Source: an optimization exercise on an open RTL-to-GDS flow (aim: small area, a short achievable clock period and few clock cycles). Production flows keep margins and buffers that such runs may drop. RTL that was checked went through simulation tests only; none was proved equivalent to the original. Function not checked in runs 6 and 8: the RTL went through the layout flow alone. No activity file was given, so power comes from the tool's default toggle rates.

## design/flow/design.v

```verilog
module phpb_serial (
    input  wire        clk,
    input  wire        rst,             
    input  wire        cfg_guard_en,    
    input  wire [16:0] cfg_max_len,     
    input  wire        cfg_drop_zero,   
    input  wire        rx_in_valid,
    output wire        rx_in_ready,
    input  wire [7:0]  rx_in_data,
    input  wire        rx_in_last,      
    output wire        rx_out_valid,
    input  wire        rx_out_ready,
    output wire [7:0]  rx_out_data,
    output wire        rx_out_sop,
    output wire        rx_out_eop,
    output wire [47:0] rx_out_hdr,      
    output wire [16:0] rx_out_tlen,     
    input  wire        tx_in_valid,
    output wire        tx_in_ready,
    input  wire [7:0]  tx_in_data,
    output wire        tx_out_valid,
    input  wire        tx_out_ready,
    output wire [7:0]  tx_out_data,
    output reg  [15:0] cnt_rx_pkt,
    output reg  [15:0] cnt_malformed,
    output reg  [15:0] cnt_zero_drop
);
    wire       bw       = (cfg_max_len[7:0] < 8'd7);
    reg  [7:0] m_lo;        
    always @(posedge clk)
        m_lo <= cfg_max_len[7:0] - 8'd7;
    wire       g_never  = !cfg_guard_en || (cfg_max_len >= 17'd65542);   
    wire       g_always = cfg_guard_en && (cfg_max_len < 17'd7);         
    reg       rdy;
    reg       ib_v, i2_v;
    reg [7:0] ib_d, i2_d;
    reg       ib_l, i2_l;
    reg       ib_ff, i2_ff;
    reg       ib_00, i2_00;
    reg       ib_gt, i2_gt;     
    wire take  = rx_in_valid && rdy;
    wire in_ff = (rx_in_data == 8'hFF);
    wire in_00 = (rx_in_data == 8'h00);
    wire in_gt = (rx_in_data > m_lo);
    assign rx_in_ready = rdy;
    reg        pend;        
    reg        body;        
    reg        disc;        
    reg        drop;        
    reg [2:0]  hc;          
    reg [4:0]  tt;          
    reg [4:0]  ct;          
    reg [39:0] sr;          
    reg        tl_a, tl_b;  
    reg        zf;          
    reg [16:0] remain;      
    reg        rend;        
    reg        ov, osop, oeop;
    reg [7:0]  od;
    reg        ev_pkt, ev_mal, ev_zero;
    wire hdr = !body && !disc;
    wire other  = !ib_ff && !ib_00;
    wire absorb = !pend && ib_ff;           
    wire split  = pend && other;            
    wire [7:0] tdata = pend ? {8{!ib_00}} : ib_d;
    wire tlast  = ib_l && !split;
    wire [8:0] tdata_p1 = {1'b0, tdata} + 9'd1;
    wire tgt_lo = split ? (m_lo != 8'hFF) : ib_gt;
    wire too_long = tl_a || (tl_b && tgt_lo);
    wire [4:0] tsel = tt & ~{1'b0, tt[4:1]};
    wire [7:0] top_byte = ({8{tsel[0]}} & sr[7:0])   | ({8{tsel[1]}} & sr[15:8])  |
                          ({8{tsel[2]}} & sr[23:16]) | ({8{tsel[3]}} & sr[31:24]) |
                          ({8{tsel[4]}} & sr[39:32]);
    wire [16:0] tlen_new = {1'b0, sr[7:0], tdata} + 17'd7;
    reg  [16:0] rflip;
    integer ri;
    always @(*) begin
        rflip[0] = 1'b1;
        for (ri = 1; ri < 17; ri = ri + 1)
            rflip[ri] = rflip[ri-1] && !remain[ri-1];
    end
    wire hc5   = (hc == 3'd5);
    wire ofree = !ov || rx_out_ready;
    wire room = !tt[4] || (ofree && ct[0]);
    wire acc = ib_v && (absorb || disc ||
                        (hdr  && (hc5 ? (!ct[0] && ofree) : room)) ||
                        (body && (drop || ofree || (!tt[4] && !osop))));
    wire tok      = acc && !absorb;             
    wire push     = tok && (hdr || (body && !drop));
    wire complete = tok && hdr && hc5;
    wire zdrop    = zf;
    wire hdr_ok   = complete && !too_long && !zdrop;
    wire hdr_bad  = complete && too_long;
    wire btok     = tok && body;
    wire body_end = btok && rend;
    wire cons     = acc && !split;
    wire load     = ofree && (ct[0] || hdr_ok);
    wire bpush    = push && body;
    wire       n_pend = acc ? absorb : pend;
    wire       n_body = complete ? !too_long : (body && !body_end);
    wire       n_disc = complete ? (too_long && !tlast) : (disc && !(acc && tlast));
    wire       n_drop = complete ? zdrop : drop;
    wire [2:0] n_hc   = complete ? 3'd0 : ((tok && hdr) ? hc + 3'd1 : hc);
    wire       n_ov   = load || (ov && !rx_out_ready);
    wire [4:0] n_tt   = (complete && !hdr_ok) ? 5'd0 :
                        (push && !load)      ? {tt[3:0], 1'b1} :
                        (load && !push)      ? {1'b0, tt[4:1]} : tt;
    wire [4:0] n_ct   = hdr_ok              ? 5'b11111 :
                        (bpush && !load)     ? {ct[3:0], 1'b1} :
                        (load && !bpush)     ? {1'b0, ct[4:1]} : ct;
    wire       ib_free = !ib_v || cons;
    wire       n_ibv   = ib_free ? (i2_v || take) : 1'b1;
    wire       n_i2v   = !ib_free && (i2_v || take);
    always @(posedge clk) begin
        if (ib_free) begin
            if (i2_v) begin
                ib_d  <= i2_d;
                ib_l  <= i2_l;
                ib_ff <= i2_ff;
                ib_00 <= i2_00;
                ib_gt <= i2_gt;
            end else if (take) begin
                ib_d  <= rx_in_data;
                ib_l  <= rx_in_last;
                ib_ff <= in_ff;
                ib_00 <= in_00;
                ib_gt <= in_gt;
            end
        end else if (take) begin
            i2_d  <= rx_in_data;
            i2_l  <= rx_in_last;
            i2_ff <= in_ff;
            i2_00 <= in_00;
            i2_gt <= in_gt;
        end
        if (push)
            sr <= {sr[31:0], tdata};
        if (tok && hdr) begin
            if (hc == 3'd0) zf <= cfg_drop_zero && (tdata == 8'h00);
            if (hc == 3'd4) begin
                tl_a <= g_always || (!g_never && (bw ? ({1'b0, tdata} >= cfg_max_len[16:8])
                                                     : ({1'b0, tdata} >  cfg_max_len[16:8])));
                tl_b <= !g_always && !g_never && (bw ? (tdata_p1 == cfg_max_len[16:8])
                                                     : ({1'b0, tdata} == cfg_max_len[16:8]));
            end
        end
        remain <= complete ? tlen_new : (remain ^ ({17{btok}} & rflip));
        if (complete)
            rend <= (sr[7:0] == 8'h00) && (tdata == 8'h00);
        else if (btok)
            rend <= (remain == 17'd8);
        if (load) begin
            od   <= top_byte;
            osop <= hdr_ok;
            oeop <= !body && ct[0] && !ct[1];
        end
        if (rst) begin
            rdy      <= 1'b1;
            ib_v     <= 1'b0;
            i2_v     <= 1'b0;
            pend     <= 1'b0;
            body     <= 1'b0;
            disc     <= 1'b0;
            drop     <= 1'b0;
            hc       <= 3'd0;
            tt       <= 5'd0;
            ct       <= 5'd0;
            ov       <= 1'b0;
            ev_pkt   <= 1'b0;
            ev_mal   <= 1'b0;
            ev_zero  <= 1'b0;
        end else begin
            rdy      <= !n_i2v;
            ib_v     <= n_ibv;
            i2_v     <= n_i2v;
            pend     <= n_pend;
            body     <= n_body;
            disc     <= n_disc;
            drop     <= n_drop;
            hc       <= n_hc;
            tt       <= n_tt;
            ct       <= n_ct;
            ov       <= n_ov;
            ev_pkt   <= body_end && !drop;
            ev_mal   <= hdr_bad;
            ev_zero  <= body_end && drop;
        end
    end
    always @(posedge clk) begin
        if (rst) begin
            cnt_rx_pkt    <= 16'd0;
            cnt_malformed <= 16'd0;
            cnt_zero_drop <= 16'd0;
        end else begin
            if (ev_pkt && cnt_rx_pkt != 16'hFFFF)
                cnt_rx_pkt <= cnt_rx_pkt + 16'd1;
            if (ev_mal && cnt_malformed != 16'hFFFF)
                cnt_malformed <= cnt_malformed + 16'd1;
            if (ev_zero && cnt_zero_drop != 16'hFFFF)
                cnt_zero_drop <= cnt_zero_drop + 16'd1;
        end
    end
    assign rx_out_valid = ov;
    assign rx_out_data  = od;
    assign rx_out_sop   = osop;
    assign rx_out_eop   = oeop;
    assign rx_out_hdr   = {od, sr};    
    assign rx_out_tlen  = remain;
    reg       trdy;
    reg       tov;
    reg [7:0] tod;
    reg       tpv, tpb;
    reg       sv;
    reg [7:0] sd;
    wire ttake  = tx_in_valid && trdy;
    wire tofree = !tov || tx_out_ready;
    wire in_sp  = (tx_in_data == 8'hFF) || (tx_in_data == 8'h00);
    wire sd_sp  = (sd == 8'hFF) || (sd == 8'h00);
    wire tdirect = tofree && !tpv && !sv;
    reg  n_sv;
    always @(*) begin
        n_sv = sv;
        if (tofree && !tpv && sv)
            n_sv = 1'b0;
        if (ttake && !tdirect)
            n_sv = 1'b1;
    end
    assign tx_in_ready = trdy;
    always @(posedge clk) begin
        if (tofree) begin
            if (tpv) begin
                tod <= {8{tpb}};
            end else if (sv) begin
                tod <= sd_sp ? 8'hFF : sd;
                tpb <= sd[0];
            end else if (ttake) begin
                tod <= in_sp ? 8'hFF : tx_in_data;
                tpb <= tx_in_data[0];
            end
        end
        if (ttake && !tdirect)
            sd <= tx_in_data;
        if (rst) begin
            trdy <= 1'b1;
            tov  <= 1'b0;
            tpv  <= 1'b0;
            sv   <= 1'b0;
        end else begin
            if (tofree) begin
                if (tpv) begin
                    tov <= 1'b1;
                    tpv <= 1'b0;
                end else if (sv) begin
                    tov <= 1'b1;
                    tpv <= sd_sp;
                end else if (ttake) begin
                    tov <= 1'b1;
                    tpv <= in_sp;
                end else begin
                    tov <= 1'b0;
                end
            end
            sv   <= n_sv;
            trdy <= !n_sv;
        end
    end
    assign tx_out_valid = tov;
    assign tx_out_data  = tod;
endmodule
```

## design/flow/flow/run.sh

```bash
#!/bin/bash
# Standard layout, with the port buffers made from buf_2 cells instead of the
# resizer's default choice. Full tool output goes to flow_standard.log.
set -euo pipefail
export BUFFER_PORTS_ARGS="-buffer_cell sky130_fd_sc_hd__buf_2"
bash standard.sh > flow_standard.log 2>&1
```

## design/flow/standard.sh

```bash
#!/bin/bash
# synth_recipe.tcl (not shown) runs the flow's synth.tcl, then flattens the netlist and writes it again
# the make line also repeats each setting of config.mk as NAME=value (left out here)
make -C /OpenROAD-flow-scripts/flow DESIGN_CONFIG=/design/flow/config.mk WORK_HOME=/design/flow/orfs CLKGATE_MAP_FILE= SYNTH_SCRIPT=/design/flow/synth_recipe.tcl "${@:-finish}"
```

## design/flow/config.mk

```make
export PLATFORM = sky130hd
export DESIGN_NAME = phpb_serial
export DESIGN_NICKNAME = phpb_serial
export VERILOG_FILES = /design/flow/design.v
export SDC_FILE = /design/flow/constraint.sdc
export NUM_CORES = 4
export LEC_CHECK = 0
export CAP_MARGIN = 20
export CORE_MARGIN = 2
export CORE_UTILIZATION = 40
export SETUP_SLACK_MARGIN = 3.65
export SLEW_MARGIN = 20
```

## design/flow/constraint.sdc

```tcl
create_clock -name core_clock -period 6.0 [get_ports {clk}]
set_input_delay 1.2000 -clock core_clock [delete_from_list [all_inputs] [get_ports {clk}]]
set_output_delay 1.2000 -clock core_clock [all_outputs]
set_load 0.01 [all_outputs]
```

==> results of run 1 <==
==> critical path: cells and delay by family <==
kind,cells,cell delay [ps]
buffers and inverters,4,500
AO/OA/AOI/OAI,3,520
AND/OR/NAND/NOR,4,530
==> Yosys cell counts, types with 4 or more instances <==
cell / number
a21o_1: 5
a21oi_1: 41
a22oi_1: 18
a31oi_1: 6
and2_1: 4
and3_1: 9
and4_1: 8
buf_4: 8
clkbuf_1: 23
dfxtp_1: 101
edfxtp_1: 95
ha_1: 28
inv_1: 42
mux2_2: 11
mux2i_1: 10
nand2_1: 71
nand2b_1: 9
nand3_1: 42
nand4_1: 22
nor2_1: 96
nor2b_1: 13
nor3_1: 28
nor4_1: 9
o21a_1: 5
o21ai_0: 40
o22ai_1: 10
o31ai_1: 5
or3_1: 5
or4_1: 7
xnor2_1: 44
xor2_1: 35
==> worst paths after layout <==
| kind | slack [ps] | startpoint | to |
|---|---|---|---|
| setup / recovery | 3420 | rx_out_ready | i2_d[1] |
| hold / removal | 480 | sr[12] | sr[20] |
| setup reg to reg | 3570 | tt[4] | i2_d[1] |
| hold reg to reg | 480 | sr[12] | sr[20] |
==> flip-flops by register name (all words and copies together) (netlist names), 3 cells and up <==
signal,flops
cnt_malformed,16
m_lo,8
sr,40
remain,17
ib_d,8
tt,5
ct,5
hc,3
cnt_rx_pkt,16
cnt_zero_drop,16
i2_d,8
sd,8
od,8
tod,8
==> cell families after synthesis <==
group                      count (synthesis)
adders and majority gates                 29
and+or+nand+nor                          339
DFF                                      196
xor gates and xnor gates                  79
muxes                                     21
buffers and inverters                     79
AOI/OAI and AO/OA                        157
==> repair_timing <==
item,4_1_cts,5_1_grt
pin swaps,20,30
resized for setup,59,51
endpoints found under the hold margin,0,0
endpoints found under the setup margin,104,107
gates cloned,4,4
setup buffers,31,20
==> metrics by stage <==
stage | setup slack (ps) | instance area (um^2)
CTS | 3520 | 11600
detailed placement | 2520 | 10400
global placement | 2590 | 10400
floorplan | 2850 | 9370
global route | 3350 | 12000
finish | 3420 | 12000
==> area by class of cell <==
type	count	area, um^2	share of cell area (%)
clock buffers	17	425	3.55
clock inverters	15	193	1.61
inverters	42	160	1.34
multi-input cells	631	4510	37.7
flip-flops and latches	196	4880	40.8
well taps	285	357	2.98
repair buffers	230	1450	12.1
==> power breakdown <==
part,internal [mW],leakage (nW),total (mW),switching [mW]
clock network,0.574,0.296,1.17,0.596
registers,1.43,1.70,1.45,0.0198
logic,0.101,2.75,0.226,0.125
total,2.11,4.75,2.85,0.741
==> metal layers <==
metal	vias to the layer above	wire (um)	global-route usage, %
met2	164	10800	30.3
met3	10	1010	3.76
met1	3540	10600	24.7
li1	3685	-	-
met4	2	129	4.28
met5	-	13	0
==> summary.txt, run 1 <==
status: finished clean
grt total ovfl: 0
final cell count without fillers: 1,416
drt first pass iters: 5
DP Cell Count: 1,325
Via-to-Cell Ratio: 5.23
synth unique cells: 60
Hold Crit Depth: 0
GPL Wtd Cong: 0.827
clock sink total: 196
ys async rst share: 0%
startpoint types: primary input
num rows: 55
Top Ports: 177
Initial Utilization: 40.7%
most frequent cells in the layout: buf_2 (173), dfxtp_1 (96), edfxtp_1 (95)
CP Data Arrival Time: 2740 ps
Routed Antenna Nets: 0
worst vdd ir: 0.178 mV
post-synthesis adder-cell area fraction: 3.93%
top_reg_cell synth: dfxtp_1
Yosys reg bits: 196
CTS tree: done
share of layout cells above drive strength 1: 31.9%
post-synth top area share: 31.1%
largest net degree at the start of global routing: 48
leading cell type in the layout, fill and taps excluded: buf_2
skew final: 15.7 ps
largest family of logic cells by synthesized area: simple AND/OR/NAND/NOR gates
WL final: 22,500 um
Worst Max-Slew Pin Slew: 752 ps
worst-path cell chain: buf_8 -> nand2b_4 -> o31a_1 -> buf_4 -> nor3_4 -> o21ai_2 -> o21ai_2 -> nand2_2 -> nor2_4 -> buf_6 -> buf_16
vias post-DR: 7,401
detailed placer's ending HPWL: 15,200 um
cell mode on critical path: o21ai_2
Hold Violations, Final: 0
Tot GR Track Use: 18.3%
EDFF count, synth: 95
Root Driver: clkbuf_16
CTS hold repair buffers: 0
multiplexer area fraction after synthesis: 2.44%
setup_tns: 0 ps
slowest CP cell: o31a_1
final core utilization: 53.0%
initial drt markers: 348
simple-gate portion of the synthesized area: 18.6%
first-pass GRT wire length: 35,600 um
Max-Cap Viols: 0
Final Total Pwr: 2.85 mW
Num CTS Buffers: 17
die area: 24,200 um^2
ANT cells: 0
Worst EP required: 6160 ps
Hold Path Class: reg -> reg
H-tree Lvls: 4
Final nets: 1,188
Buffers on Ports: 176
synth warn: 1
PwrDens: 238 nW/um^2
die width: 155 um
Reg clk slew, reported paths: 90 ps
critical path peak fanout: 6
DRC violations left: 0
Die Y: 155 um
Post-Syn Nets: 970
Compound-Gate Fraction of Synth Area: 10.7%
post-DR wirelength/cell: 15.9 um
vias in the first global route: 6,965
fmax: 388 MHz
minimum clock period: 2580 ps
Area growth, synth to finish: 30.5%
worst hold slack: 484 ps
Post-Syn Instances: 900
mean post-synth cell area: 10.2 um^2
Clock Tree Buf Depth: 2
worst reg2reg path depth: 10
RSZ-0062 raised after global routing: yes
clock latency (worst-skew pair): 440 ps
max incr delay on CP: 310 ps
leakage power: 4.75 nW
ranking of synthesized cells by area: edfxtp_1 (31%), dfxtp_1 (22%), xnor2_1 (4.2%)
FILL cells: 2,059
Tcrit/Tclk final: 43.0%
fin. max-slew vios: 0
xor/xnor share of the synthesized area: 7.54%
crit path kind: in -> reg
Netlist Area Pre-Place: 9180 um^2
initial antenna violation count: 1
Yosys top cell by area: edfxtp_1
Core Region: 22,600 um^2
CP endpoint kind: flip-flop
Seq/Total Area, Yosys: 53.1%
relative slew slack: 49.8%
# setup viols final: 0
Testbench counts, summed over its fixed seeds: cycles 121,481.
==> run 2, diff against run 1 <==
--- a/design/flow/config.mk
+++ b/design/flow/config.mk
@@ -10,3 +10,3 @@
 export CORE_UTILIZATION = 40
-export SETUP_SLACK_MARGIN = 3.65
+export SETUP_SLACK_MARGIN = 3.5
 export SLEW_MARGIN = 20
==> summary.txt, run 2 <==
status: finished clean
detailed placer's ending HPWL: 15,200 um (+0.30%)
Initial Utilization: 40.7% (unchanged)
fin. max-slew vios: 0 (unchanged)
Root Driver: clkbuf_16
Worst EP required: 6330 ps (+170 ps)
sequential standard cell area: 4880 um^2 (-0.10%)
Final WS setup: 3440 ps (+18.1 ps)
Tot GR Track Use: 17.7% (-0.55 points)
EDFF count, synth: 95 (unchanged)
reg-to-reg slack, setup: 3540 ps (-30 ps)
CP Data Arrival Time: 2890 ps (+150 ps)
vias in the first global route: 6,834 (-1.9%)
Buffers on Ports: 176 (unchanged)
most frequent cells in the layout: buf_2 (174), dfxtp_1 (100), edfxtp_1 (95)
Hold Path Class: reg -> reg
Max-Cap Viols: 0 (unchanged)
Hold Violations, Final: 0 (unchanged)
clock sink total: 196 (unchanged)
Worst Max-Slew Pin Slew: 769 ps (+16.8 ps)
leakage power: 4.45 nW (-6.2%)
die area: 24,200 um^2 (unchanged)
Seq/Total Area, Yosys: 53.1% (unchanged)
GPL Wtd Cong: 0.799 (-3.4%)
crit path launch: rx_out_ready
critical path peak fanout: 7 (+1)
CTS tree: done
post-placement setup slack: 2480 ps (-38.3 ps)
Core Region: 22,600 um^2 (unchanged)
fmax: 390 MHz (+0.71%)
initial antenna violation count: 0 (-1)
count leader, synth: dfxtp_1
synth unique cells: 60 (unchanged)
Reg-to-Reg Start: remain[4]
Post-Syn Instances: 900 (unchanged)
crit path kind: in -> reg
# setup viols final: 0 (unchanged)
DRC violations left: 0 (unchanged)
CP endpoint kind: flip-flop
Tcrit/Tclk final: 42.7% (-0.30 points)
worst reg2reg path depth: 7 (-3)
area of the multi-input gates: 4260 um^2 (-5.4%)
Top Ports: 177 (unchanged)
Via-to-Cell Ratio: 5.22 (about the same)
die width: 155 um (unchanged)
leading cell type in the layout, fill and taps excluded: buf_2
WL final: 21,400 um (-4.9%)
clock latency (worst-skew pair): 450 ps (about the same)
most frequent cells after synthesis: dfxtp_1 (101), nor2_1 (96), edfxtp_1 (95)
worst vdd ir: 0.171 mV (-4.0%)
top_reg_cell synth: dfxtp_1
max reg flops: 40 (unchanged)
Die Y: 155 um (unchanged)
ys async rst share: 0% (unchanged)
ANT cells: 0 (unchanged)
CP endpoint: tt[3]
initial drt markers: 332 (-4.6%)
Clock Tree Buf Depth: 2 (unchanged)
Post-Syn Nets: 970 (unchanged)
Routed Antenna Nets: 0 (unchanged)
first-pass GRT wire length: 34,300 um (-3.8%)
post-DR wirelength/cell: 15.6 um (-1.9%)
setup_tns: 0 ps (unchanged)
CTS hold repair buffers: 0 (unchanged)
drt first pass iters: 4 (-1)
ranking of synthesized cells by area: edfxtp_1 (31%), dfxtp_1 (22%), xnor2_1 (4.2%)
mean post-synth cell area: 10.2 um^2 (unchanged)
Most flops, register: sr
Netlist Area Pre-Place: 9180 um^2 (unchanged)
num rows: 55 (unchanged)
grt total ovfl: 0 (unchanged)
Final nets: 1,146 (-3.5%)
Area growth, synth to finish: 23.3%
Yosys top cell by area: edfxtp_1
synth warn: 1 (unchanged)
Reg clk slew, reported paths: 80 ps (about the same)
vias post-DR: 7,176 (-3.0%)
startpoint types: primary input
relative slew slack: 48.7% (-1.1 points)
largest net degree at the start of global routing: 53 (+10%)
Reg-to-Reg End: remain[15]
post-synth top area share: 31.1% (unchanged)
RSZ-0062 raised after global routing: yes
Yosys reg bits: 196 (unchanged)
minimum clock period: 2560 ps (-18.1 ps)
FILL cells: 2,111 (+2.5%)
Num CTS Buffers: 17 (unchanged)
skew final: 14.1 ps (-1.59 ps)
H-tree Lvls: 4 (unchanged)
Regs by FF count: sr x40, remain x17
PwrDens: 252 nW/um^2 (+6.0%)
share of layout cells above drive strength 1: 26.5% (-5.4 points)
## run 2: how the worst min path moves through the flow
stage,cells after the start,startpoint,end
after floorplan,2,tt[0],tt[0]
after global placement,0,sr[10],sr[18]
after detailed placement,0,sr[21],sr[29]
after CTS,0,sr[21],sr[29]
after global routing,0,sr[25],sr[33]
final,0,sr[21],sr[29]
## run 2: logic make-up (layout without fill, tap and decap cells)
| logic type | after synthesis | after routing | synth area share [%] |
|---|---|---|---|
| simple gates | 339 | 342 | 18.6 |
| fa+ha+maj | 29 | 29 | 3.93 |
| compound gates | 157 | 157 | 10.7 |
| xor+xnor | 79 | 79 | 7.54 |
| buf+inv | 79 | 265 | 3.67 |
| mux | 21 | 21 | 2.44 |
| flops | 196 | 196 | 53.1 |
## run 2: per-stage QoR
step           hold WS, ps  instance area (um^2)  std cells  power [mW]  util, %
2_1_floorplan          468                  9340        900        1.60        -
5_1_grt                502                 11300       1374        2.97     50.1
4_1_cts                480                 11200       1364        2.88     49.5
3_5_place_dp           461                 10400       1325        1.68     46.0
6_report               479                 11300       1374        2.85     50.1
3_3_place_gp           465                 10400       1325        1.67     46.0
## run 2: worst max-delay path: stages
cell	delay, ps
buf_6	100
nand2b_4	140
o31a_1	330
o2111ai_4	280
or2_4	200
nand2b_4	70
ha_4	180
mux2i_1	150
nor2_1	70
a21oi_1	120
nor2_1	60
## run 2: final cells by class
type,instances,area share [%]
clock buffer,17,3.76
inverter,42,1.39
timing repair buffer,191,9.03
sequential,196,43.1
clock inverter,15,1.88
multi-input combinational,628,37.7
tap,285,3.15
## run 2: what timing repair did
action | CTS | global route
buffers inserted | 5 | 9
cloned | 2 | 1
pin swaps | 4 | 17
endpoints found under the setup margin | 74 | 65
gates resized for setup | 21 | 23
## run 2: layer usage
metal	vias to the layer above	share of wire (%)	global-route usage (%)	routed length, um
met2	200	46	28.6	9770
met1	3351	48	24.2	10300
met3	26	4.8	3.18	1020
li1	3599	-	-	-
met4	0	1.6	6.03	348
met5	-	0	0	0
## run 2: where the power goes
| part | switching, mW | leakage, nW | total [mW] | internal, mW |
|---|---|---|---|---|
| Combinational | 0.114 | 2.45 | 0.199 | 0.0842 |
| Clock | 0.614 | 0.307 | 1.20 | 0.584 |
| Sequential | 0.0237 | 1.70 | 1.46 | 1.43 |
| Total | 0.752 | 4.45 | 2.85 | 2.10 |
==> run 3, diff against run 2 <==
--- a/design/flow/config.mk
+++ b/design/flow/config.mk
@@ -9,4 +9,5 @@
 export CORE_MARGIN = 2
-export CORE_UTILIZATION = 40
-export SETUP_SLACK_MARGIN = 3.5
+export CORE_UTILIZATION = 50
+export PLACE_DENSITY = 0.7
+export SETUP_SLACK_MARGIN = 3.6
 export SLEW_MARGIN = 20
==> summary.txt, run 3 <==
leading cell type in the layout, fill and taps excluded: buf_2
count leader, synth: dfxtp_1
Tcrit/Tclk final: 42.1% (-0.64 points)
fmax: 396 MHz (+1.5%)
synth unique cells: 60 (unchanged)
startpoint types: primary input
Regs by FF count: sr x40, remain x17
first-pass GRT wire length: 34,200 um (-0.34%)
initial antenna violation count: 0 (unchanged)
Buffers on Ports: 176 (unchanged)
grt total ovfl: 0 (unchanged)
Top Ports: 177 (unchanged)
Post-Syn Nets: 970 (unchanged)
post-synth top area share: 31.1% (unchanged)
Via-to-Cell Ratio: 5.50 (+5.4%)
Final Total Pwr: 2.82 mW (-1.3%)
Yosys top cell by area: edfxtp_1
reg-to-reg slack, setup: 3550 ps (about the same)
max reg flops: 40 (unchanged)
die area: 19,500 um^2 (-20%)
WL final: 21,400 um (-0.28%)
Routed Antenna Nets: 0 (unchanged)
CTS tree: done
minimum clock period: 2520 ps (-38.6 ps)
mean post-synth cell area: 10.2 um^2 (unchanged)
Hold Crit Depth: 0 (unchanged)
skew final: 13.7 ps (-0.433 ps)
PwrDens: 246 nW/um^2 (-2.6%)
worst vdd ir: 0.197 mV (+15%)
synth warn: 1 (unchanged)
clock latency (worst-skew pair): 430 ps (-20 ps)
DRC violations left: 0 (unchanged)
vias post-DR: 7,348 (+2.4%)
ranking of synthesized cells by area: edfxtp_1 (31%), dfxtp_1 (22%), xnor2_1 (4.2%)
Root Driver: clkbuf_16
Num CTS Buffers: 17 (unchanged)
Post-Syn Instances: 900 (unchanged)
num rows: 49 (-11%)
GR Util met2: 36.0% (+7.5 points)
CP Data Arrival Time: 2680 ps (-210 ps)
Reg-to-Reg Start: tt[4]
Reg clk slew, reported paths: 80 ps (about the same)
ANT cells: 0 (unchanged)
M3 GR Usage: 4.27% (+1.1 points)
most used routing layer: met2
Core Region: 18,000 um^2 (-20%)
H-tree Lvls: 4 (unchanged)
RSZ-0062 raised after global routing: yes
fin. max-slew vios: 0 (unchanged)
Reg-to-Reg End: i2_gt
GPL Wtd Cong: 0.844 (+5.6%)
met1 Track Usage GR: 28.8% (+4.6 points)
top_reg_cell synth: dfxtp_1
Worst EP required: 6160 ps (-170 ps)
Clock Tree Buf Depth: 2 (unchanged)
final cell count without fillers: 1,335 (-2.8%)
Most flops, register: sr
CP endpoint: i2_gt
Final nets: 1,163 (+1.5%)
Hold Violations, Final: 0 (unchanged)
Seq/Total Area, Yosys: 53.1% (unchanged)
die width: 139 um (-10%)
detailed placer's ending HPWL: 14,500 um (-4.5%)
setup_tns: 0 ps (unchanged)
ys async rst share: 0% (unchanged)
Netlist Area Pre-Place: 9180 um^2 (unchanged)
CP endpoint kind: flip-flop
CTS hold repair buffers: 0 (unchanged)
Yosys reg bits: 196 (unchanged)
initial drt markers: 337 (+1.5%)
Worst Max-Slew Pin Slew: 793 ps (+23.7 ps)
leakage power: 4.55 nW (+2.2%)
worst reg2reg path depth: 9 (+2)
post-DR wirelength/cell: 16.0 um (+2.6%)
crit path kind: in -> reg
Max-Cap Viols: 0 (unchanged)
critical path peak fanout: 6 (-1)
DP Cell Count: 1,269 (-4.2%)
most frequent cells after synthesis: dfxtp_1 (101), nor2_1 (96), edfxtp_1 (95)
clock sink total: 196 (unchanged)
most frequent cells in the layout: buf_2 (174), dfxtp_1 (98), edfxtp_1 (95)
relative slew slack: 47.1% (-1.6 points)
crit path launch: rx_out_ready
EDFF count, synth: 95 (unchanged)
# setup viols final: 0 (unchanged)
Die Y: 139 um (-10%)
Hold Path Class: reg -> reg
status: finished clean
Tot GR Track Use: 21.5% (+3.8 points)
drt first pass iters: 5 (+1)
FILL cells: 1,507 (-29%)
share of layout cells above drive strength 1: 29.0% (+2.5 points)
vias in the first global route: 6,882 (+0.70%)
Area growth, synth to finish: 25.1%
largest net degree at the start of global routing: 40 (-25%)
Initial Utilization: 51.1% (+10 points)
==> run 3: cell type report <==
type | instances | area (um^2) | share of cell area, %
Clock buffer | 17 | 425 | 3.71
Clock inverter | 15 | 184 | 1.60
Inverter | 42 | 158 | 1.37
Multi-Input combinational cell | 629 | 4340 | 37.8
Sequential cell | 196 | 4880 | 42.5
Tap cell | 229 | 287 | 2.50
Timing Repair Buffer | 207 | 1200 | 10.5
==> run 3: repair_timing <==
action	CTS	global route
pin swaps	11	14
gates resized for setup	44	14
cloned	2	3
endpoints found under the setup margin	91	52
buffers inserted	13	16
==> run 3: layer usage <==
layer / routed length, um / part of all wire [%]
met4: 278 / 1.3
met3: 1000 / 4.7
met1: 9720 / 45
met2: 10400 / 49
met5: 0 / 0
==> run 3: cell families (layout without fill, tap and decap cells) <==
| kind of cell | Yosys count | in the layout | share of synthesized area (%) |
|---|---|---|---|
| and+or+nand+nor | 339 | 343 | 18.6 |
| DFF | 196 | 196 | 53.1 |
| AOI/OAI and AO/OA | 157 | 157 | 10.7 |
| xor gates and xnor gates | 79 | 79 | 7.54 |
| buffers and inverters | 79 | 281 | 3.67 |
| adders and majority gates | 29 | 29 | 3.93 |
| muxes | 21 | 21 | 2.44 |
==> run 3: power breakdown <==
part	total (mW)	switching, mW	internal (mW)
logic	0.206	0.117	0.0895
registers	1.46	0.0219	1.43
clock network	1.16	0.557	0.599
==> run 3: worst min-delay path by stage <==
stage          startpoint      to  slack [ps]
2_1_floorplan       tt[0]   tt[0]         470
3_3_place_gp       sr[10]  sr[18]         460
3_5_place_dp       sr[25]  sr[33]         460
4_1_cts            sr[25]  sr[33]         480
5_1_grt            sr[24]  sr[32]         480
6_report           sr[25]  sr[33]         480
==> run 3: through the flow <==
stage                     utilization, %  hold slack [ps]  setup slack (ps)  area (um^2)
after floorplan                        -              468              2850         9370
after global placement              57.5              464              2620        10300
after detailed placement            57.5              464              2510        10300
after CTS                           62.5              478              3540        11200
after global routing                63.9              483              3420        11500
final                               63.9              476              3480        11500
==> run 3: critical path, stage by stage <==
cell and delay [ps]:
buf_8 100, nand2b_4 130, o31a_1 280, buf_4 150, nor3_4 150, o21ai_2 110
o21ai_2 100, nand2_2 110, nor2_4 170, clkbuf_16 180
==> run 4, diff against run 3 <==
--- a/design/flow/config.mk
+++ b/design/flow/config.mk
@@ -9,4 +9,3 @@
 export CORE_MARGIN = 2
-export CORE_UTILIZATION = 50
-export PLACE_DENSITY = 0.7
+export CORE_UTILIZATION = 40
 export SETUP_SLACK_MARGIN = 3.6
==> summary.txt, run 4 <==
status: finished clean
leading cell type in the layout, fill and taps excluded: buf_2
Post-Syn Nets: 970 (unchanged)
relative slew slack: 47.4% (+0.22 points)
max reg flops: 40 (unchanged)
die width: 155 um (+11%)
initial antenna violation count: 0 (unchanged)
post-synth top area share: 31.1% (unchanged)
Max-Cap Viols: 0 (unchanged)
Hold Path Class: reg -> reg
grt total ovfl: 0 (unchanged)
mean post-synth cell area: 10.2 um^2 (unchanged)
EDFF count, synth: 95 (unchanged)
DRC violations left: 0 (unchanged)
met1 Track Usage GR: 25.4% (-3.4 points)
post-DR wirelength/cell: 15.6 um (-2.6%)
synth warn: 1 (unchanged)
Worst EP required: 6320 ps (+160 ps)
share of layout cells above drive strength 1: 29.8% (+0.79 points)
ANT cells: 0 (unchanged)
skew final: 14.3 ps (+0.577 ps)
RSZ-0062 raised after global routing: yes
most frequent cells in the layout: buf_2 (174), dfxtp_1 (98), edfxtp_1 (95)
Seq/Total Area, Yosys: 53.1% (unchanged)
largest net degree at the start of global routing: 52 (+30%)
CTS tree: done
clock sink total: 196 (unchanged)
Most flops, register: sr
initial drt markers: 402 (+19%)
Regs by FF count: sr x40, remain x17
critical path peak fanout: 5 (-1)
CP Data Arrival Time: 2790 ps (+110 ps)
worst vdd ir: 0.143 mV (-28%)
Root Driver: clkbuf_16
GR Util met2: 28.8% (-7.2 points)
Clock Tree Buf Depth: 2 (unchanged)
DP Area: 10,400 um^2 (+0.68%)
ys async rst share: 0% (unchanged)
minimum clock period: 2480 ps (-46.6 ps)
vias in the first global route: 6,804 (-1.1%)
Tcrit/Tclk final: 41.3% (-0.78 points)
Top Ports: 177 (unchanged)
H-tree Lvls: 4 (unchanged)
M3 GR Usage: 3.40% (-0.87 points)
Buffers on Ports: 176 (unchanged)
Die Y: 155 um (+11%)
fin. max-slew vios: 0 (unchanged)
Yosys top cell by area: edfxtp_1
Yosys reg bits: 196 (unchanged)
Final nets: 1,164 (+0.086%)
PwrDens: 243 nW/um^2 (-1.1%)
fmax: 404 MHz (+1.9%)
synth unique cells: 60 (unchanged)
first-pass GRT wire length: 35,000 um (+2.4%)
# setup viols final: 0 (unchanged)
final cell count without fillers: 1,392 (+4.3%)
CTS hold repair buffers: 0 (unchanged)
GPL Wtd Cong: 0.809 (-4.2%)
Num CTS Buffers: 17 (unchanged)
Reg clk slew, reported paths: 80 ps (about the same)
startpoint types: primary input
most frequent cells after synthesis: dfxtp_1 (101), nor2_1 (96), edfxtp_1 (95)
FILL cells: 2,082 (+38%)
CP endpoint kind: flip-flop
num rows: 55 (+12%)
detailed placer's ending HPWL: 15,300 um (+5.3%)
setup_tns: 0 ps (unchanged)
DP Cell Count: 1,325 (+4.4%)
Netlist Area Pre-Place: 9180 um^2 (unchanged)
die area: 24,200 um^2 (+24%)
ranking of synthesized cells by area: edfxtp_1 (31%), dfxtp_1 (22%), xnor2_1 (4.2%)
post-layout instance area: 11,600 um^2 (+0.85%)
WL final: 21,700 um (+1.6%)
drt first pass iters: 7 (+2)
Post-Syn Instances: 900 (unchanged)
clock latency (worst-skew pair): 430 ps (about the same)
vias post-DR: 7,220 (-1.7%)
Worst Max-Slew Pin Slew: 790 ps (-3.37 ps)
crit path kind: in -> reg
Hold Violations, Final: 0 (unchanged)
Via-to-Cell Ratio: 5.19 (-5.8%)
Core Region: 22,600 um^2 (+26%)
Tot GR Track Use: 18.1% (-3.4 points)
Area growth, synth to finish: 26.1%
Routed Antenna Nets: 0 (unchanged)
leakage power: 4.56 nW (+0.25%)
count leader, synth: dfxtp_1
Initial Utilization: 40.7% (-10 points)
top_reg_cell synth: dfxtp_1
most used routing layer: met2
## run 4: power breakdown
group,switching (mW),internal [mW]
registers,0.0212,1.43
clock network,0.573,0.564
logic,0.122,0.0951
total,0.717,2.09
## run 4: critical path, stage by stage
cell and delay, ps:
buf_6 90, nand2b_4 130, o31a_1 290, o2111ai_4 250, or2_4 200, nand2b_4 80
ha_4 180, mux2i_1 150, nor2_1 60, a21oi_1 120, nor2_1 50
## run 4: metal layers
| layer | up-vias | part of all wire (%) |
|---|---|---|
| li1 | 3633 | - |
| met1 | 3411 | 50 |
| met2 | 161 | 45 |
| met3 | 15 | 3.6 |
| met4 | 0 | 0.87 |
| met5 | - | 0 |
## run 4: path summary, 6_finish.rpt
kind,start,endpoint,slack (ps),cells after the start
min reg2reg,sr[10],sr[18],480,0
max,rx_out_ready,tt[3],3520,11
min,sr[10],sr[18],480,0
max reg2reg,ib_ff,tt[3],3650,10
## run 4: area by class of cell
class                           instances  area (um^2)  share of cell area (%)
Sequential cell                       196         4880                    42.2
Inverter                               42          158                    1.36
Multi-Input combinational cell        627         4360                    37.7
Clock buffer                           17          425                    3.68
Timing Repair Buffer                  210         1220                    10.5
Clock inverter                         15          178                    1.54
Tap cell                              285          357                    3.08
## run 4: stage by stage
stage	hold slack [ps]	total power [mW]	utilization, %	setup WS, ps
after floorplan	468	1.61	-	2850
after global placement	463	1.68	46.1	2600
after detailed placement	463	1.68	46.1	2510
after CTS	483	2.84	50.2	3540
after global routing	487	2.93	51.3	3430
final	476	2.81	51.3	3520
## run 4: cell families (layout without fill, tap and decap cells)
| family | after synthesis | count (layout) | share of synthesized area (%) |
|---|---|---|---|
| adder cells (fa/ha/maj) | 29 | 29 | 3.93 |
| AO/OA/AOI/OAI | 157 | 157 | 10.7 |
| multiplexers | 21 | 21 | 2.44 |
| flip-flops | 196 | 196 | 53.1 |
| buffers and inverters | 79 | 284 | 3.67 |
| AND/OR/NAND/NOR | 339 | 341 | 18.6 |
| XOR/XNOR | 79 | 79 | 7.54 |
## run 4: what timing repair did
| item | 4_1_cts | 5_1_grt |
|---|---|---|
| pin swaps | 16 | 16 |
| setup buffers | 15 | 18 |
| gates cloned | 2 | 0 |
| setup endpoints to repair | 95 | 60 |
| gates resized for setup | 47 | 23 |
==> run 5, diff against run 4 <==
--- a/design/flow/config.mk
+++ b/design/flow/config.mk
@@ -12 +12,2 @@
 export SLEW_MARGIN = 20
+export TNS_END_PERCENT = 100
==> summary.txt, run 5 <==
status: finished clean
Num CTS Buffers: 17 (unchanged)
minimum clock period: 2480 ps (unchanged)
most used routing layer: met2
fmax: 404 MHz (unchanged)
leading cell type in the layout, fill and taps excluded: buf_2
Max-Cap Viols: 0 (unchanged)
Core Region: 22,600 um^2 (unchanged)
Root Driver: clkbuf_16
Final Total Pwr: 2.81 mW (unchanged)
count leader, synth: dfxtp_1
Yosys reg bits: 196 (unchanged)
post-synth top area share: 31.1% (unchanged)
Clock Tree Buf Depth: 2 (unchanged)
FILL cells: 2,082 (unchanged)
Hold Path Class: reg -> reg
Top Ports: 177 (unchanged)
die width: 155 um (unchanged)
clock sink total: 196 (unchanged)
clock latency (worst-skew pair): 430 ps (about the same)
Reg clk slew, reported paths: 80 ps (about the same)
startpoint types: primary input
fin. max-slew vios: 0 (unchanged)
Regs by FF count: sr x40, remain x17
largest net degree at the start of global routing: 52 (unchanged)
Netlist Area Pre-Place: 9180 um^2 (unchanged)
Via-to-Cell Ratio: 5.19 (unchanged)
CP Data Arrival Time: 2790 ps (about the same)
max reg flops: 40 (unchanged)
Final nets: 1,164 (unchanged)
crit path kind: in -> reg
Worst Max-Slew Pin Slew: 790 ps (unchanged)
leakage power: 4.56 nW (unchanged)
Hold Violations, Final: 0 (unchanged)
RSZ-0062 raised after global routing: yes
post-DR wirelength/cell: 15.6 um (unchanged)
most frequent cells after synthesis: dfxtp_1 (101), nor2_1 (96), edfxtp_1 (95)
drt first pass iters: 7 (unchanged)
CTS tree: done
Post-Syn Instances: 900 (unchanged)
reg-to-reg slack, setup: 3650 ps (about the same)
M3 GR Usage: 3.40% (unchanged)
final cell count without fillers: 1,392 (unchanged)
synth unique cells: 60 (unchanged)
Initial Utilization: 40.7% (unchanged)
relative slew slack: 47.4% (unchanged)
num rows: 55 (unchanged)
Worst EP required: 6320 ps (about the same)
first-pass GRT wire length: 35,000 um (unchanged)
grt total ovfl: 0 (unchanged)
EDFF count, synth: 95 (unchanged)
CTS hold repair buffers: 0 (unchanged)
ANT cells: 0 (unchanged)
final core utilization: 51.3% (unchanged)
most frequent cells in the layout: buf_2 (174), dfxtp_1 (98), edfxtp_1 (95)
critical path peak fanout: 5 (unchanged)
GR Util met2: 28.8% (unchanged)
Seq/Total Area, Yosys: 53.1% (unchanged)
Tot GR Track Use: 18.1% (unchanged)
GPL Wtd Cong: 0.809 (unchanged)
die area: 24,200 um^2 (unchanged)
vias in the first global route: 6,804 (unchanged)
Post-Syn Nets: 970 (unchanged)
ranking of synthesized cells by area: edfxtp_1 (31%), dfxtp_1 (22%), xnor2_1 (4.2%)
worst vdd ir: 0.143 mV (unchanged)
Die Y: 155 um (unchanged)
initial antenna violation count: 0 (unchanged)
skew final: 14.3 ps (unchanged)
initial drt markers: 402 (unchanged)
synth warn: 1 (unchanged)
Tcrit/Tclk final: 41.3% (unchanged)
Routed Antenna Nets: 0 (unchanged)
ys async rst share: 0% (unchanged)
met1 Track Usage GR: 25.4% (unchanged)
WL final: 21,700 um (unchanged)
Yosys top cell by area: edfxtp_1
DP Cell Count: 1,325 (unchanged)
Buffers on Ports: 176 (unchanged)
setup_tns: 0 ps (unchanged)
share of layout cells above drive strength 1: 29.8% (unchanged)
top_reg_cell synth: dfxtp_1
H-tree Lvls: 4 (unchanged)
Most flops, register: sr
vias post-DR: 7,220 (unchanged)
PwrDens: 243 nW/um^2 (unchanged)
mean post-synth cell area: 10.2 um^2 (unchanged)
detailed placer's ending HPWL: 15,300 um (unchanged)
CP endpoint kind: flip-flop
Area growth, synth to finish: 26.1% (unchanged)
# setup viols final: 0 (unchanged)
DRC violations left: 0 (unchanged)
[run 5: cell counts in the layout (fill, tap and decap cells not counted)]
No cell type changed its count.
[run 5: per-stage QoR]
step | hold slack [ps] | worst slack [ps] | cell area [um^2]
6_report | 476 | 3520 | 11600
5_1_grt | 487 | 3430 | 11600
4_1_cts | 483 | 3540 | 11300
3_5_place_dp | 463 | 2510 | 10400
3_3_place_gp | 463 | 2600 | 10400
2_1_floorplan | 468 | 2850 | 9370
[run 5: logic make-up (layout without fill, tap and decap cells)]
kind of cell             after synthesis  after routing  synth area share (%)
AND/OR/NAND/NOR                      339            341                  18.6
flip-flops                           196            196                  53.1
AO/OA/AOI/OAI                        157            157                  10.7
XOR/XNOR                              79             79                  7.54
buffers and inverters                 79            284                  3.67
adder cells (fa/ha/maj)               29             29                  3.93
multiplexers                          21             21                  2.44
[run 5: layer usage]
metal  part of all wire (%)  vias to the layer above
li1                       -                     3633
met1                     50                     3411
met2                     45                      161
met3                    3.6                       15
met4                   0.87                        0
met5                      0                        -
[run 5: power breakdown]
group | switching [mW] | internal, mW | total, mW | leakage (nW)
clock network | 0.573 | 0.564 | 1.14 | 0.283
logic | 0.122 | 0.0951 | 0.217 | 2.58
registers | 0.0212 | 1.43 | 1.45 | 1.70
[run 5: path summary, 6_finish.rpt]
kind | from | to | depth (start not counted)
worst max-delay path | rx_out_ready | tt[3] | 11
worst min-delay path | sr[10] | sr[18] | 0
worst max register to register | ib_ff | tt[3] | 10
worst min register to register | sr[10] | sr[18] | 0
[run 5: worst max-delay path, stage by stage]
cell	delay (ps)
buf_6	90
nand2b_4	130
o31a_1	290
o2111ai_4	250
or2_4	200
nand2b_4	80
ha_4	180
mux2i_1	150
nor2_1	60
a21oi_1	120
nor2_1	50
[run 5: layout make-up]
| type | count | area, um^2 | share of cell area [%] |
|---|---|---|---|
| clock buffer | 17 | 425 | 3.68 |
| clock inverter | 15 | 178 | 1.54 |
| inverter | 42 | 158 | 1.36 |
| multi-input combinational | 627 | 4360 | 37.7 |
| sequential | 196 | 4880 | 42.2 |
| tap | 285 | 357 | 3.08 |
| timing repair buffer | 210 | 1220 | 10.5 |
[run 5: what timing repair did]
item,in CTS,in global routing
gates resized for setup,47,23
pin swaps,16,16
setup endpoints to repair,95,60
setup buffers,15,18
cloned,2,0
==> run 6, diff against run 5 <==
--- a/design/flow/design.v
+++ b/design/flow/design.v
@@ -128,3 +128,4 @@
             end
-        end else if (take) begin
+        end
+        if (!i2_v) begin
             i2_d  <= rx_in_data;
@@ -240,4 +241,4 @@
         end
-        if (ttake && !tdirect)
-            sd <= tx_in_data;
+        if (!sv)
+            sd <= tx_in_data;     
         if (rst) begin
--- a/design/flow/config.mk
+++ b/design/flow/config.mk
@@ -12,2 +12 @@
 export SLEW_MARGIN = 20
-export TNS_END_PERCENT = 100
==> summary.txt, run 6 <==
die width: 157 um (+0.85%)
Max-Cap Viols: 0 (unchanged)
Buffers on Ports: 176 (unchanged)
FILL cells: 2,039 (-2.1%)
Most flops, register: sr
GPL Wtd Cong: 0.803 (-0.66%)
share of layout cells above drive strength 1: 29.5% (-0.32 points)
Tcrit/Tclk final: 44.1% (+2.8 points)
post-DR wirelength/cell: 15.5 um (-0.57%)
CP endpoint kind: flip-flop
CTS hold repair buffers: 0 (unchanged)
Post-Syn Nets: 994 (+2.5%)
Routed Antenna Nets: 0 (unchanged)
Final WS setup: 3350 ps (-171 ps)
top_reg_cell synth: dfxtp_1
startpoint types: primary input
H-tree Lvls: 4 (unchanged)
most frequent cells after synthesis: nor2_1 (123), dfxtp_1 (101), edfxtp_1 (95)
Root Driver: clkbuf_16
Hold Violations, Final: 0 (unchanged)
post-placement setup slack: 2440 ps (-72.1 ps)
critical path peak fanout: 3 (-2)
Core Region: 22,800 um^2 (+0.91%)
skew final: 12.7 ps (-1.61 ps)
initial drt markers: 392 (-2.5%)
Worst EP required: 6240 ps (-80 ps)
WL final: 22,600 um (+4.2%)
Initial Utilization: 41.0% (+0.33 points)
Yosys reg bits: 196 (unchanged)
leading cell type in the layout, fill and taps excluded: buf_2
ranking of synthesized cells by area: edfxtp_1 (31%), dfxtp_1 (22%), nor2_1 (4.9%)
Die Y: 157 um (+0.85%)
Final nets: 1,203 (+3.4%)
Num CTS Buffers: 17 (unchanged)
PwrDens: 238 nW/um^2 (-1.9%)
leakage power: 4.67 nW (+2.2%)
num rows: 55 (unchanged)
initial antenna violation count: 0 (unchanged)
grt total ovfl: 0 (unchanged)
slowest CP cell: or4_4
Final Total Pwr: 2.85 mW (+1.5%)
Post-Syn Instances: 924 (+2.7%)
status: finished clean
detailed placer's ending HPWL: 15,700 um (+2.7%)
RSZ-0062 raised after global routing: yes
clock latency (worst-skew pair): 430 ps (about the same)
max reg flops: 40 (unchanged)
worst vdd ir: 0.158 mV (+10%)
Tot GR Track Use: 18.2% (+0.089 points)
Netlist Area Pre-Place: 9340 um^2 (+1.7%)
# setup viols final: 0 (unchanged)
synth warn: 1 (unchanged)
drt first pass iters: 5 (-2)
Via-to-Cell Ratio: 5.14 (-0.98%)
max incr delay on CP: 530 ps (+240 ps)
fin. max-slew vios: 0 (unchanged)
die area: 24,600 um^2 (+1.7%)
most frequent cells in the layout: buf_2 (174), nor2_1 (118), dfxtp_1 (100)
Yosys top cell by area: edfxtp_1
vias post-DR: 7,493 (+3.8%)
Worst Max-Slew Pin Slew: 796 ps (+6.64 ps)
vias in the first global route: 6,925 (+1.8%)
largest net degree at the start of global routing: 41 (-21%)
mean post-synth cell area: 10.1 um^2 (-0.90%)
Area growth, synth to finish: 28.4%
Reg clk slew, reported paths: 80 ps (about the same)
post-synth top area share: 30.6% (-0.53 points)
minimum clock period: 2650 ps (+171 ps)
clock sink total: 196 (unchanged)
relative slew slack: 46.9% (-0.44 points)
CTS tree: done
first-pass GRT wire length: 35,700 um (+2.0%)
worst-path cell chain: buf_6 -> or4_4 -> a211o_1 -> nor4_1 -> o2111ai_1 -> a221oi_2
Regs by FF count: sr x40, remain x17
Seq/Total Area, Yosys: 52.2% (-0.91 points)
setup_tns: 0 ps (unchanged)
CP Data Arrival Time: 2890 ps (+100 ps)
Top Ports: 177 (unchanged)
count leader, synth: nor2_1
EDFF count, synth: 95 (unchanged)
ANT cells: 0 (unchanged)
DRC violations left: 0 (unchanged)
ys async rst share: 0% (unchanged)
Clock Tree Buf Depth: 2 (unchanged)
fmax: 378 MHz (-6.5%)
synth unique cells: 71 (+18%)
Hold Path Class: reg -> reg
crit path kind: in -> reg
-- run 6: final timing paths --
check	startpoint	end	slack, ps	cells past startpoint
worst max-delay path	cfg_max_len[6]	tl_b	3350	6
worst min-delay path	sr[10]	sr[18]	480	0
worst max register to register	pend	tt[2]	3390	11
worst min register to register	sr[10]	sr[18]	480	0
-- run 6: cell type report --
class	count	area [um^2]	share of cell area [%]
Sequential cell	196	4880	40.7
Multi-Input combinational cell	642	4480	37.4
Timing Repair Buffer	226	1440	12.0
Clock buffer	17	425	3.55
Tap cell	313	392	3.27
Inverter	50	193	1.61
Clock inverter	15	181	1.51
-- run 6: cell families after synthesis --
family          count (synthesis)  synth area share, %
simple gates                  362                 19.4
flops                         196                 52.2
compound gates                146                 10.2
buf+inv                        86                 3.87
xor+xnor                       82                 7.84
fa+ha+maj                      29                 3.86
mux                            23                 2.60
-- run 6: what timing repair did --
item	CTS	global route
pin swaps	21	16
buffers inserted	20	20
gates cloned	2	4
gates resized for setup	58	34
setup endpoints to repair	93	99
-- run 6: layer usage --
metal | vias up | wire length (um) | GRT usage (%)
li1 | 3738 | - | -
met1 | 3569 | 10900 | 25.2
met2 | 176 | 10700 | 29.8
met3 | 10 | 873 | 3.43
met4 | 0 | 121 | 3.28
met5 | - | 0 | 0
-- run 6: critical path: cells and delay by family --
kind	cells	cell delay [ps]
simple gates	2	810
buf+inv	1	100
compound gates	3	790
-- run 6: through the flow --
step | hold WS, ps | instance area, um^2 | std cells | utilization, %
2_1_floorplan | 459 | 9470 | 924 | -
6_report | 481 | 12000 | 1459 | 52.6
4_1_cts | 483 | 11600 | 1435 | 51.0
5_1_grt | 497 | 12000 | 1459 | 52.6
3_5_place_dp | 465 | 10600 | 1381 | 46.5
3_3_place_gp | 467 | 10600 | 1381 | 46.5
-- run 6: power breakdown --
group          internal (mW)  switching [mW]  leakage, nW  total, mW
logic                  0.110           0.135         2.64      0.245
clock network          0.566           0.574        0.290       1.14
registers               1.44          0.0263         1.74       1.47
total                   2.12           0.735         4.67       2.85
==> run 7, diff against run 6 <==
--- a/design/flow/design.v
+++ b/design/flow/design.v
@@ -128,4 +128,3 @@
             end
-        end
-        if (!i2_v) begin
+        end else if (take) begin
             i2_d  <= rx_in_data;
@@ -241,4 +240,4 @@
         end
-        if (!sv)
-            sd <= tx_in_data;     
+        if (ttake && !tdirect)
+            sd <= tx_in_data;
         if (rst) begin
--- a/design/flow/config.mk
+++ b/design/flow/config.mk
@@ -7,3 +7,3 @@
 export LEC_CHECK = 0
-export CAP_MARGIN = 20
+export CAP_MARGIN = 10
 export CORE_MARGIN = 2
@@ -11,2 +11,2 @@
 export SETUP_SLACK_MARGIN = 3.6
-export SLEW_MARGIN = 20
+export SLEW_MARGIN = 10
==> summary.txt, run 7 <==
status: finished clean
share of layout cells above drive strength 1: 29.8% (+0.32 points)
Top Ports: 177 (unchanged)
leading cell type in the layout, fill and taps excluded: buf_2
most frequent cells in the layout: buf_2 (174), dfxtp_1 (98), edfxtp_1 (95)
setup_tns: 0 ps (unchanged)
fin. max-slew vios: 0 (unchanged)
most frequent cells after synthesis: dfxtp_1 (101), nor2_1 (96), edfxtp_1 (95)
mean post-synth cell area: 10.2 um^2 (+0.91%)
worst vdd ir: 0.143 mV (-9.4%)
Regs by FF count: sr x40, remain x17
largest net degree at the start of global routing: 52 (+27%)
Hold Violations, Final: 0 (unchanged)
Seq/Total Area, Yosys: 53.1% (+0.91 points)
Tot GR Track Use: 18.1% (-0.089 points)
Root Driver: clkbuf_16
Clock Tree Buf Depth: 2 (unchanged)
CTS hold repair buffers: 0 (unchanged)
clock latency (worst-skew pair): 430 ps (about the same)
Hold Crit Endpoint: sr[18]
H-tree Lvls: 4 (unchanged)
# setup viols final: 0 (unchanged)
Yosys reg bits: 196 (unchanged)
Yosys top cell by area: edfxtp_1
skew final: 14.3 ps (+1.61 ps)
min-delay src: sr[10]
Most flops, register: sr
Reg clk slew, reported paths: 80 ps (about the same)
vias post-DR: 7,220 (-3.6%)
Tcrit/Tclk final: 41.3% (-2.8 points)
crit path launch: rx_out_ready
count leader, synth: dfxtp_1
slowest CP cell: o31a_1
leakage power: 4.56 nW (-2.2%)
initial drt markers: 402 (+2.6%)
crit path kind: in -> reg
RSZ-0062 raised after global routing: yes
post-synth top area share: 31.1% (+0.53 points)
Worst EP required: 6320 ps (+80 ps)
Reg-to-Reg Start: ib_ff
CTS tree: done
startpoint types: primary input
critical path peak fanout: 5 (+2)
Worst Max-Slew Pin Slew: 790 ps (-6.64 ps)
initial antenna violation count: 0 (unchanged)
relative slew slack: 47.4% (+0.44 points)
Initial Utilization: 40.7% (-0.33 points)
grt total ovfl: 0 (unchanged)
Routed Antenna Nets: 0 (unchanged)
first-pass GRT wire length: 35,000 um (-2.0%)
GPL Wtd Cong: 0.809 (+0.66%)
Buffers on Ports: 176 (unchanged)
num rows: 55 (unchanged)
max incr delay on CP: 290 ps (-240 ps)
Num CTS Buffers: 17 (unchanged)
PwrDens: 243 nW/um^2 (+2.0%)
clock sink total: 196 (unchanged)
Post-Syn Instances: 900 (-2.6%)
ys async rst share: 0% (unchanged)
Die Y: 155 um (-0.84%)
synth warn: 1 (unchanged)
ANT cells: 0 (unchanged)
DRC violations left: 0 (unchanged)
Post-Syn Nets: 970 (-2.4%)
Area growth, synth to finish: 26.1%
max reg flops: 40 (unchanged)
Final Total Pwr: 2.81 mW (-1.5%)
reg-to-reg slack, setup: 3650 ps (+260 ps)
CP Data Arrival Time: 2790 ps (-100 ps)
top_reg_cell synth: dfxtp_1
Hold Crit Depth: 0 (unchanged)
Hold Path Class: reg -> reg
die area: 24,200 um^2 (-1.7%)
Via-to-Cell Ratio: 5.19 (+0.99%)
Reg-to-Reg End: tt[3]
minimum clock period: 2480 ps (-171 ps)
worst-path cell chain: buf_6 -> nand2b_4 -> o31a_1 -> o2111ai_4 -> or2_4 -> nand2b_4 -> ha_4 -> mux2i_1 -> nor2_1 -> a21oi_1 -> nor2_1
post-DR wirelength/cell: 15.6 um (+0.57%)
die width: 155 um (-0.84%)
drt first pass iters: 7 (+2)
fmax: 404 MHz (+6.9%)
worst reg2reg path depth: 10 (-1)
detailed placer's ending HPWL: 15,300 um (-2.6%)
EDFF count, synth: 95 (unchanged)
vias in the first global route: 6,804 (-1.7%)
Netlist Area Pre-Place: 9180 um^2 (-1.7%)
synth unique cells: 60 (-15%)
ranking of synthesized cells by area: edfxtp_1 (31%), dfxtp_1 (22%), xnor2_1 (4.2%)
Final nets: 1,164 (-3.2%)
Max-Cap Viols: 0 (unchanged)
Core Region: 22,600 um^2 (-0.91%)
WL final: 21,700 um (-4.0%)
CP endpoint kind: flip-flop
## run 7: cell types whose count changed after synthesis, moves of 4 or more
cell     change
a21oi_1      +6
nor2_1      -27
o22ai_1      +8
nand2_1      +8
nor4_1       -7
o31ai_1      -6
o21ai_0     +10
nor3_1       +7
and4_1       +6
nor4b_1      -4
inv_1        -7
or3_1        -5
## run 7: critical path: cells and delay by family
kind | cells | cell delay (ps)
AO/OA/AOI/OAI | 3 | 660
multiplexers | 1 | 150
buffers and inverters | 1 | 90
adder cells (fa/ha/maj) | 1 | 180
AND/OR/NAND/NOR | 5 | 520
## run 7: through the flow
step / setup WS [ps] / std cells / hold slack [ps] / utilization, % / area, um^2
2_1_floorplan: 2850 / 900 / 468 / - / 9370
3_3_place_gp: 2600 / 1325 / 463 / 46.1 / 10400
3_5_place_dp: 2510 / 1325 / 463 / 46.1 / 10400
4_1_cts: 3540 / 1374 / 483 / 50.2 / 11300
5_1_grt: 3430 / 1392 / 487 / 51.3 / 11600
6_report: 3520 / 1392 / 476 / 51.3 / 11600
## run 7: worst max path at each step
stage / end / slack (ps) / cells past startpoint
after floorplan: tt[2] / 2850 / 11
after global placement: tt[3] / 2600 / 11
after detailed placement: od[1] / 2510 / 7
after CTS: ib_gt / 3540 / 9
after global routing: tt[2] / 3430 / 11
final: tt[3] / 3520 / 11
## run 7: power breakdown
| group | switching, mW | leakage (nW) | internal, mW |
|---|---|---|---|
| Clock | 0.573 | 0.283 | 0.564 |
| Combinational | 0.122 | 2.58 | 0.0951 |
| Sequential | 0.0212 | 1.70 | 1.43 |
| Total | 0.717 | 4.56 | 2.09 |
## run 7: per-layer routing
metal / wire, um / part of all wire (%) / GRT usage (%)
met2: 9860 / 45 / 28.8
met4: 189 / 0.87 / 4.67
met5: 0 / 0 / 0
met1: 10900 / 50 / 25.4
met3: 781 / 3.6 / 3.40
## run 7: final cells by class
class,instances,area [um^2]
tap,285,357
inverter,42,158
multi-input combinational,627,4360
clock buffer,17,425
sequential,196,4880
timing repair buffer,210,1220
fill,2082,11000
clock inverter,15,178
## run 7: kinds of logic after synthesis
| family | Yosys count | synth area share [%] |
|---|---|---|
| fa+ha+maj | 29 | 3.93 |
| mux | 21 | 2.44 |
| simple gates | 339 | 18.6 |
| xor+xnor | 79 | 7.54 |
| flops | 196 | 53.1 |
| compound gates | 157 | 10.7 |
| buf+inv | 79 | 3.67 |
## run 7: repair_timing
item                       in CTS  in global routing
pin swaps                      16                 16
buffers inserted               15                 18
resized for setup              47                 23
setup endpoints to repair      95                 60
gates cloned                    2                  0
Testbench counts of run 7, summed over its fixed seeds: cycles 121,481.
==> run 8, diff against run 7 <==
--- a/design/flow/design.v
+++ b/design/flow/design.v
@@ -56,3 +56,2 @@
     reg [16:0] remain;      
-    reg        rend;        
     reg        ov, osop, oeop;
@@ -94,3 +93,3 @@
     wire btok     = tok && body;
-    wire body_end = btok && rend;
+    wire body_end = btok && (remain == 17'd7);
     wire cons     = acc && !split;
@@ -147,6 +146,2 @@
         remain <= complete ? tlen_new : (remain ^ ({17{btok}} & rflip));
-        if (complete)
-            rend <= (sr[7:0] == 8'h00) && (tdata == 8'h00);
-        else if (btok)
-            rend <= (remain == 17'd8);
         if (load) begin
--- a/design/flow/config.mk
+++ b/design/flow/config.mk
@@ -7,3 +7,3 @@
 export LEC_CHECK = 0
-export CAP_MARGIN = 10
+export CAP_MARGIN = 20
 export CORE_MARGIN = 2
@@ -11,2 +11,2 @@
 export SETUP_SLACK_MARGIN = 3.6
-export SLEW_MARGIN = 10
+export SLEW_MARGIN = 20
==> summary.txt, run 8 <==
initial antenna violation count: 0 (unchanged)
Seq/Total Area, Yosys: 51.9% (-1.2 points)
worst hold slack: 483 ps (+6.99 ps)
Clk pwr share: 40.9% (+0.4 points)
ANT cells: 0 (unchanged)
ys async rst share: 0% (unchanged)
part of the power in registers: 50.8% (-1.0 points)
CTS tree: done
num rows: 55 (unchanged)
FILL cells: 2,071 (-0.53%)
Hold Crit Depth: 0 (unchanged)
CP Data Arrival Time: 3050 ps (+260 ps)
Regs by FF count: sr x40, remain x17
Hold Path Class: reg -> reg
clock sink total: 195 (-0.51%)
Initial Utilization: 41.0% (+0.32 points)
WL final: 23,200 um (+7.0%)
Routed Antenna Nets: 0 (unchanged)
Hold Violations, Final: 0 (unchanged)
leakage power: 4.59 nW (+0.67%)
Hold Crit Endpoint: sr[20]
Buffers on Ports: 176 (unchanged)
Max-Cap Viols: 0 (unchanged)
status: finished clean
skew final: 15.1 ps (+0.847 ps)
die area: 24,600 um^2 (+1.7%)
Area growth, synth to finish: 28.2%
relative slew slack: 47.5% (+0.12 points)
minimum clock period: 2730 ps (+253 ps)
clock latency (worst-skew pair): 430 ps (about the same)
Num CTS Buffers: 17 (unchanged)
sw power: 0.751 mW (+4.8%)
Worst Max-Slew Pin Slew: 779 ps (-10.4 ps)
CTS hold repair buffers: 0 (unchanged)
synth unique cells: 70 (+17%)
area of the multi-input gates: 4550 um^2 (+4.5%)
most frequent cells after synthesis: dfxtp_1 (101), edfxtp_1 (94), nor2_1 (80)
GPL Wtd Cong: 0.800 (-1.1%)
grt total ovfl: 0 (unchanged)
mean post-synth cell area: 10.2 um^2 (-0.40%)
Most flops, register: sr
critical path peak fanout: 5 (unchanged)
worst reg2reg path depth: 11 (+1)
PwrDens: 239 nW/um^2 (-1.6%)
initial drt markers: 411 (+2.2%)
Core Region: 22,800 um^2 (+0.91%)
Post-Syn Instances: 919 (+2.1%)
detailed placer's ending HPWL: 16,100 um (+5.1%)
leading cell type in the layout, fill and taps excluded: buf_2
worst vdd ir: 0.180 mV (+26%)
Netlist Area Pre-Place: 9330 um^2 (+1.7%)
Top Ports: 177 (unchanged)
post-synth top area share: 30.2% (-0.84 points)
DRC violations left: 0 (unchanged)
H-tree Lvls: 4 (unchanged)
die width: 157 um (+0.83%)
Root Driver: clkbuf_16
final cell count without fillers: 1,446 (+3.9%)
drt first pass iters: 5 (-2)
sequential standard cell area: 4850 um^2 (-0.67%)
Tcrit/Tclk final: 45.5% (+4.2 points)
EDFF count, synth: 94 (-1.1%)
largest net degree at the start of global routing: 68 (+31%)
Reg-to-Reg Start: ib_00
Yosys reg bits: 195 (-0.51%)
Internal: 2.11 mW (+0.76%)
vias in the first global route: 7,104 (+4.4%)
crit path kind: in -> reg
vias post-DR: 7,577 (+4.9%)
first-pass GRT wire length: 36,500 um (+4.3%)
fmax: 366 MHz (-9.3%)
Clock Tree Buf Depth: 2 (unchanged)
RSZ-0062 raised after global routing: yes
Final nets: 1,191 (+2.3%)
CP endpoint kind: flip-flop
max reg flops: 40 (unchanged)
share of layout cells above drive strength 1: 30.2% (+0.38 points)
min-delay src: sr[12]
setup_tns: 0 ps (unchanged)
ranking of synthesized cells by area: edfxtp_1 (30%), dfxtp_1 (22%), ha_1 (3.9%)
top_reg_cell synth: dfxtp_1
count leader, synth: dfxtp_1
Comb pwr share: 8.3% (+0.6 points)
Worst EP required: 6320 ps (about the same)
worst-path cell chain: buf_6 -> and2b_4 -> nor3_4 -> buf_6 -> nand2b_4 -> or3_4 -> a21oi_4 -> inv_2 -> ha_4 -> mux2i_1 -> nor2_1 -> a21oi_1 -> nor2_1
post-DR wirelength/cell: 16.1 um (+3.0%)
slowest CP cell: or3_4
Via-to-Cell Ratio: 5.24 (+1.0%)
fin. max-slew vios: 0 (unchanged)
Yosys top cell by area: edfxtp_1
Die Y: 157 um (+0.83%)
DP Cell Count: 1,373 (+3.6%)
startpoint types: primary input
Reg clk slew, reported paths: 90 ps (about the same)
reg-to-reg slack, setup: 3320 ps (-330 ps)
max incr delay on CP: 390 ps (+100 ps)
synth warn: 1 (unchanged)
most frequent cells in the layout: buf_2 (173), dfxtp_1 (100), edfxtp_1 (94)
Post-Syn Nets: 990 (+2.1%)
Reg-to-Reg End: tt[2]
# setup viols final: 0 (unchanged)
Tot GR Track Use: 18.5% (+0.46 points)
switch share: 26.3% (+0.76 points)
==> run 8: cell type report <==
| cell class | instances | area share [%] |
|---|---|---|
| Tap cell | 313 | 3.27 |
| Inverter | 41 | 1.39 |
| Sequential cell | 195 | 40.5 |
| Clock inverter | 15 | 1.68 |
| Clock buffer | 17 | 3.55 |
| Multi-Input combinational cell | 647 | 38.1 |
| Timing Repair Buffer | 218 | 11.5 |
==> run 8: power groups by stage <==
stage | Sequential, mW | Clock (mW) | Combinational, mW
2_1_floorplan | 1.48 | 0 | 0.125
3_3_place_gp | 1.49 | 0 | 0.203
3_5_place_dp | 1.49 | 0 | 0.206
4_1_cts | 1.45 | 1.21 | 0.225
5_1_grt | 1.46 | 1.25 | 0.263
6_report | 1.45 | 1.17 | 0.236
==> run 8: cell families (layout without fill, tap and decap cells) <==
logic type	after synthesis	in the layout	synth area share [%]
AND/OR/NAND/NOR	349	352	19.1
multiplexers	20	20	2.29
buffers and inverters	80	291	3.75
flip-flops	195	195	51.9
AO/OA/AOI/OAI	174	174	12.1
XOR/XNOR	71	71	6.81
adder cells (fa/ha/maj)	30	30	4.00
==> run 8: worst max path at each step <==
stage	start	endpoint	slack (ps)	cells past startpoint
finish	rx_out_ready	tt[2]	3270	13
global route	rx_out_ready	tt[3]	3250	13
CTS	rx_out_ready	tt[3]	3290	13
detailed placement	rx_out_ready	tt[2]	2030	12
global placement	rx_out_ready	tt[4]	2120	11
floorplan	rx_out_ready	tt[2]	2620	11
==> run 8: layer usage <==
metal  up-vias  share of wire, %  GRT usage [%]
li1       3752                 -              -
met1      3599                48           26.1
met2       202                46           28.9
met3        24               4.9           3.43
met4         0               1.7           5.64
met5         -                 0              0
==> run 8: timing repair <==
item                                   in CTS  in global routing
pin swaps                                  27                 22
endpoints found under the hold margin       0                  0
buffers inserted                           20                 14
setup endpoints to repair                 112                 94
gates cloned                                4                  3
resized for setup                          57                 31
==> run 8: critical path, delay by kind of cell <==
family                   cells  cell delay [ps]
AO/OA/AOI/OAI                2              330
AND/OR/NAND/NOR              6              900
multiplexers                 1              170
buffers and inverters        3              280
adder cells (fa/ha/maj)      1              190
==> run 8: stage by stage <==
stage	power (mW)	util, %	area, um^2	setup WS, ps
2_1_floorplan	1.61	-	9550	2620
3_3_place_gp	1.69	46.7	10600	2120
3_5_place_dp	1.69	46.7	10600	2030
4_1_cts	2.89	51.3	11700	3290
5_1_grt	2.98	52.5	12000	3250
6_report	2.86	52.5	12000	3270

Setup slack of run 8, layout unchanged: 3.270 ns with ideal ports, 3.241 ns with driving cells assumed (clock clkbuf_16, inputs buf_2), 2.770 ns with port delays also shifted by the 0.471 ns mid clock arrival.
